Background: an optimization exercise with open tools, aiming at small area. Do not read the settings as production practice. Power figures rest on the tool's default switching activity, not on a simulated workload.

==> flow/design.v <==
module msop_core (
    input  wire        clk,
    input  wire        rst,
    output wire [7:0]  imem_addr,
    input  wire [63:0] imem_data,
    output wire        dmem_re,
    output wire        dmem_we,
    output wire [7:0]  dmem_addr,
    output wire [31:0] dmem_wdata,
    input  wire [31:0] dmem_rdata,
    output wire        halted,
    output wire        aborted,
    output wire [1:0]  abort_cause,
    input  wire [3:0]  dbg_sel,
    output wire [31:0] dbg_val
);
    localparam ST_CLR  = 4'd0;    
    localparam ST_FET  = 4'd1;    
    localparam ST_PC   = 4'd3;    
    localparam ST_PB   = 4'd4;    
    localparam ST_IT   = 4'd5;    
    localparam ST_XF   = 4'd12;   
    localparam ST_MV   = 4'd6;    
    localparam ST_PA   = 4'd7;    
    localparam ST_LDW  = 4'd8;    
    localparam ST_HALT = 4'd9;
    localparam ST_ABT1 = 4'd10;   
    localparam ST_ABT2 = 4'd11;   
    reg  [3:0]   state;
    reg  [7:0]   pc;
    reg  [3:0]   k;
    reg  [511:0] ringn;
    wire [511:0] ring = ~ringn;
    reg  [31:0]  An, B, Y;
    wire [31:0] A = ~An;
    reg          lap;
    reg          qn;
    wire [31:0] R = ring[511:480];
    wire [4:0]  op  = imem_data[63:59];
    wire [3:0]  fa  = imem_data[57:54];
    wire [3:0]  fb  = imem_data[52:49];
    wire [3:0]  fc  = imem_data[47:44];
    wire [31:0] imm = imem_data[31:0];
    wire is_ar   = ~op[4] & ~op[3];               
    wire is_mul  = is_ar & (op[1:0] == 2'd0);
    wire is_div  = is_ar & (op[1:0] == 2'd3);
    wire is_md   = is_mul | is_div;
    wire is_sub  = is_ar & (op[1:0] == 2'd2);
    wire is_mem  = (op[4:2] == 3'b010);           
    wire is_ld   = is_mem & ~op[0];
    wire is_st   = is_mem & op[0];
    wire is_set  = (op == 5'd12);
    wire is_br   = (op >= 5'd13) && (op <= 5'd17);
    wire is_ret  = (op == 5'd18);
    wire is_wr   = is_ar | is_set;                
    wire regform = is_mem ? op[1] : (is_ar & op[2]);
    wire [3:0] kn  = k - 4'd1;
    wire [3:0] fsel = (state == ST_PC) ? fc : (state == ST_PA) ? fa : fb;
    wire [3:0] kcmp = (state == ST_PA && is_ld) ? kn : k;
    wire       mk   = (kcmp == fsel);
    reg        xa1, xa2, s_in;
    reg        selR, selY, selI, inv, cin;
    reg        bsrc, yload, wen, wrd;
    wire [31:0] XA  = (A & {32{xa1}}) | ({A[30:0], 1'b0} & {32{xa2}}) | {31'd0, s_in};
    wire [31:0] XBr = (R & {32{selR}}) | (Y & {32{selY}}) | (imm & {32{selI}});
    wire [31:0] XB  = XBr ^ {32{inv}};
    wire [32:0] c;        
    wire [31:0] u;        
    wire [32:0] t;        
    wire [31:0] S;
    wire        c11, c22;
    genvar gi;
    generate
        for (gi = 0; gi < 32; gi = gi + 1) begin : g_add
            wire cin_i = (gi == 0) ? cin : (gi == 11 || gi == 22) ? 1'b0 : c[gi];
            assign u[gi]   = XA[gi] ^ XB[gi] ^ cin_i;
            assign c[gi+1] = (XA[gi] & XB[gi]) | (cin_i & (XA[gi] ^ XB[gi]));
            wire t_i = (gi == 11 || gi == 22) ? 1'b1 : t[gi];
            assign t[gi+1] = t_i & u[gi];
            if (gi < 11)      assign S[gi] = u[gi];
            else if (gi < 22) assign S[gi] = u[gi] ^ (c11 & t_i);
            else              assign S[gi] = u[gi] ^ (c22 & t_i);
        end
    endgenerate
    assign t[0]  = 1'b1;
    assign c11 = c[11];
    assign c22 = c[22] | (c11 & t[22]);
    wire s_z  = ~|XBr;
    wire s_n  = XBr[31];
    wire a_ok = ~|A[31:10];
    reg taken;
    always @(*) begin
        case (op[2:0])
            3'd5: taken = s_z;              
            3'd6: taken = ~s_n;             
            3'd7: taken = s_n | s_z;        
            3'd0: taken = ~s_n & ~s_z;      
            default: taken = s_n;           
        endcase
    end
    wire [7:0] target = imm[31] ? 8'd0 : imm[9:2];
    reg [3:0] nstate;
    reg       pc_adv;
    reg       re, we;
    wire dsub = ~(A[31] ^ Y[31]);
    always @(*) begin
        xa1 = 1'b1; xa2 = 1'b0; s_in = 1'b0;
        selR = 1'b0; selY = 1'b0; selI = 1'b0; inv = 1'b0; cin = 1'b0;
        bsrc = 1'b0; yload = 1'b0; wen = 1'b0; wrd = 1'b0;
        nstate = state; pc_adv = 1'b0; re = 1'b0; we = 1'b0;
        case (state)
            ST_CLR: begin
                xa1 = 1'b0; wen = 1'b1;
                if (k == 4'd0) nstate = ST_FET;
            end
            ST_FET: nstate = ST_PC;
            ST_PC: begin
                if (is_ret) nstate = ST_HALT;
                else if (mk) begin
                    xa1 = 1'b0; selR = regform; selI = ~regform;
                    inv = is_sub; cin = is_sub;
                    yload = 1'b1;
                    nstate = (is_div & s_z) ? ST_ABT1 : ST_PB;
                end
            end
            ST_PB: begin
                if (mk) begin
                    selR = 1'b1;
                    if (is_md) begin
                        xa1 = 1'b0;
                        inv = is_div & R[31]; cin = is_div & R[31];
                        nstate = ST_XF;
                    end else begin
                        selR = ~(is_set | is_br);
                        nstate = ST_PA;
                    end
                end
            end
            ST_XF: begin
                xa1 = 1'b0; xa2 = 1'b1; bsrc = 1'b1;
                if (mk && lap) nstate = ST_IT;
            end
            ST_IT: begin
                xa1 = 1'b0; xa2 = 1'b1;
                if (is_div) begin
                    s_in = B[31];
                    selY = 1'b1; inv = dsub; cin = dsub;
                end else begin
                    selY = B[31];
                end
                if (mk && lap) nstate = is_div ? ST_MV : ST_PA;
            end
            ST_MV: begin
                xa1 = 1'b0; xa2 = 1'b1; s_in = B[31] ^ qn;
                if (mk && lap) nstate = ST_PA;
            end
            ST_PA: begin
                if (is_mem & ~a_ok) nstate = ST_ABT2;
                else if (is_ld) begin
                    if (mk) begin re = 1'b1; nstate = ST_LDW; end
                end else if (mk) begin
                    pc_adv = 1'b1; nstate = ST_FET;
                    if (is_st) begin we = 1'b1; selR = 1'b1; end
                    if (is_br) begin xa1 = 1'b0; selR = 1'b1; end
                    if (is_wr) begin cin = is_div & qn; wen = 1'b1; end
                end
            end
            ST_LDW: begin
                wen = 1'b1; wrd = 1'b1; pc_adv = 1'b1; nstate = ST_FET;
            end
            default: ;
        endcase
    end
    always @(posedge clk) begin
        ringn <= ~{ring[479:0], wen ? (wrd ? dmem_rdata : S) : R};
        An <= ~S;
        B <= {B[30:0], bsrc ? A[31] : ~S[31]};
        if (yload) Y <= XBr;
        if (state == ST_PC) qn <= XBr[31];
        else if (state == ST_PB && mk) qn <= qn ^ R[31];
        if (state != ST_XF && state != ST_IT && state != ST_MV) lap <= 1'b0;
        else if (mk) lap <= ~lap;
        if (rst) begin
            state <= ST_CLR;
            pc    <= 8'd0;
            k     <= 4'd15;
        end else begin
            state <= nstate;
            k     <= kn;
            if (pc_adv) pc <= (is_br & taken) ? target : pc + 8'd1;
        end
    end
    assign imem_addr   = pc;
    assign dmem_re     = re;
    assign dmem_we     = we;
    assign dmem_addr   = XA[9:2];
    assign dmem_wdata  = XBr;
    assign halted      = (state == ST_HALT);
    assign aborted     = (state == ST_ABT1) || (state == ST_ABT2);
    assign abort_cause = {state == ST_ABT2, state == ST_ABT1};
    wire [3:0] pos = dbg_sel + ~k;
    reg  [31:0] dv;
    integer i;
    always @(*) begin
        dv = 32'd0;
        for (i = 0; i < 16; i = i + 1)
            dv = dv | (ring[i*32 +: 32] & {32{pos == i[3:0]}});
    end
    assign dbg_val = dv;
endmodule
==> flow/config.mk <==
export PLATFORM = sky130hd
export DESIGN_NAME = msop_core
export DESIGN_NICKNAME = msop_core
export VERILOG_FILES = /design/flow/design.v
export SDC_FILE = /design/flow/constraint.sdc
export NUM_CORES = 4
export LEC_CHECK = 0
export CAP_MARGIN = 20
export CORE_MARGIN = 2
export CORE_UTILIZATION = 40
export PLACE_DENSITY = 0.6
export SLEW_MARGIN = 20
==> flow/constraint.sdc <==
create_clock -name core_clock -period 13.0 [get_ports {clk}]
set_input_delay 2.6000 -clock core_clock [delete_from_list [all_inputs] [get_ports {clk}]]
set_output_delay 2.6000 -clock core_clock [all_outputs]
set_load 0.01 [all_outputs]
standard.sh (not shown) runs the stock make flow with config.mk's settings and CLKGATE_MAP_FILE= SYNTH_SCRIPT=/design/flow/synth_recipe.tcl, a recipe that flattens the netlist after the stock synthesis.
==> flow/flow/run.sh <==
#!/bin/bash
# Own layout flow: the standard flow (standard.sh: ORFS with the standard flow's
# synthesis script, floorplan, power grid, placement and routing) with three
# changes, none of which touches the registers or the constraints:
#  - ABC maps the logic with an area-oriented script (flow/abc_map.script)
#    in place of ORFS's delay-oriented one; ORFS's scripts are copied here
#    and only abc_speed.script is replaced;
#  - each port gets the smallest buffer, buf_1, instead of the default one;
#  - the clock tree uses larger sink clusters and no dummy loads.
# The make output goes to flow.log here; ORFS keeps each step's log under orfs/logs.
set -euo pipefail
rm -rf scripts
cp -r "$FLOW_HOME/scripts" scripts
cp flow/abc_map.script scripts/abc_speed.script
export SCRIPTS_DIR="$PWD/scripts"
export BUFFER_PORTS_ARGS="-buffer_cell sky130_fd_sc_hd__buf_1"
export CTS_ARGS="-sink_clustering_enable -repair_clock_nets -dont_use_dummy_load -sink_clustering_size 28 -sink_clustering_max_diameter 100"
bash standard.sh finish > flow.log 2>&1
==> flow/flow/abc_map.script <==
strash
dc2
dch -f
amap -F 4 -A 10
topo
Rerun with:
--- a/flow/design.v
+++ b/flow/design.v
@@ -17,4 +17,5 @@
     localparam ST_CLR  = 4'd0;    
     localparam ST_FET  = 4'd1;    
+    localparam ST_DEC  = 4'd2;    
     localparam ST_PC   = 4'd3;    
     localparam ST_PB   = 4'd4;    
@@ -36,4 +37,5 @@
     reg          lap;
     reg          qn;
+    reg          mk;              
     wire [31:0] R = ring[511:480];
     wire [4:0]  op  = imem_data[63:59];
@@ -56,7 +58,5 @@
     wire regform = is_mem ? op[1] : (is_ar & op[2]);
     wire [3:0] kn  = k - 4'd1;
-    wire [3:0] fsel = (state == ST_PC) ? fc : (state == ST_PA) ? fa : fb;
-    wire [3:0] kcmp = (state == ST_PA && is_ld) ? kn : k;
-    wire       mk   = (kcmp == fsel);
+    wire [3:0] knn = k - 4'd2;
     reg        xa1, xa2, s_in;
     reg        selR, selY, selI, inv, cin;
@@ -114,5 +114,6 @@
                 if (k == 4'd0) nstate = ST_FET;
             end
-            ST_FET: nstate = ST_PC;
+            ST_FET: nstate = ST_DEC;
+            ST_DEC: nstate = ST_PC;
             ST_PC: begin
                 if (is_ret) nstate = ST_HALT;
@@ -172,4 +173,6 @@
         endcase
     end
+    wire [3:0] fsel = (nstate == ST_PC) ? fc : (nstate == ST_PA) ? fa : fb;
+    wire [3:0] kcmp = (nstate == ST_PA && is_ld) ? knn : kn;
     always @(posedge clk) begin
         ringn <= ~{ring[479:0], wen ? (wrd ? dmem_rdata : S) : R};
@@ -181,4 +184,5 @@
         if (state != ST_XF && state != ST_IT && state != ST_MV) lap <= 1'b0;
         else if (mk) lap <= ~lap;
+        mk    <= (kcmp == fsel);
         if (rst) begin
             state <= ST_CLR;
Result: The new run produced a clean layout. Routed wire length went up slightly. Total power went down by about a fifth. Synthesized cell count went up slightly. Worst hold slack improved by 0.015 ns. Final cell count stays flat. Die area went up slightly.
No run of this note included a check of the RTL's function; only the layout flow was run.

static timing again, ports no longer ideal:
How much do the figures lean on ideal ports? The routed layouts below were timed once more, with nothing changed but the port constraints. Step 1 (the two cells are an assumption about what drives the block):
set clk [get_ports {clk}]
set_driving_cell -lib_cell sky130_fd_sc_hd__clkbuf_16 $clk
set_driving_cell -lib_cell sky130_fd_sc_hd__buf_2 [delete_from_list [all_inputs] $clk]
Step 2 moves the port delays by t, midway between the first and last clock arrival at a register: inputs arrive t later, outputs are due t later. That takes back most of the time a late clock gives input paths. a / b / c = ideal ports / drivers / drivers and shift; a / b = the first two.
| run | t, ns | setup slack, ns | worst hold slack (ns) | worst register clock-pin slew, ns |
|---|---|---|---|---|
| the first run | 0.626 | 0.788 / 0.823 / 0.197 | 0.286 / 0.286 / 0.286 | 0.11 / 0.11 |
| the second run | 0.634 | 0.885 / 0.892 / 0.258 | 0.302 / 0.302 / 0.302 | 0.11 / 0.11 |
After both steps every run listed still meets setup and hold. For the second run, which loses most, drivers alone change the setup slack by +0.007 ns; drivers and shift together by -0.627 ns.
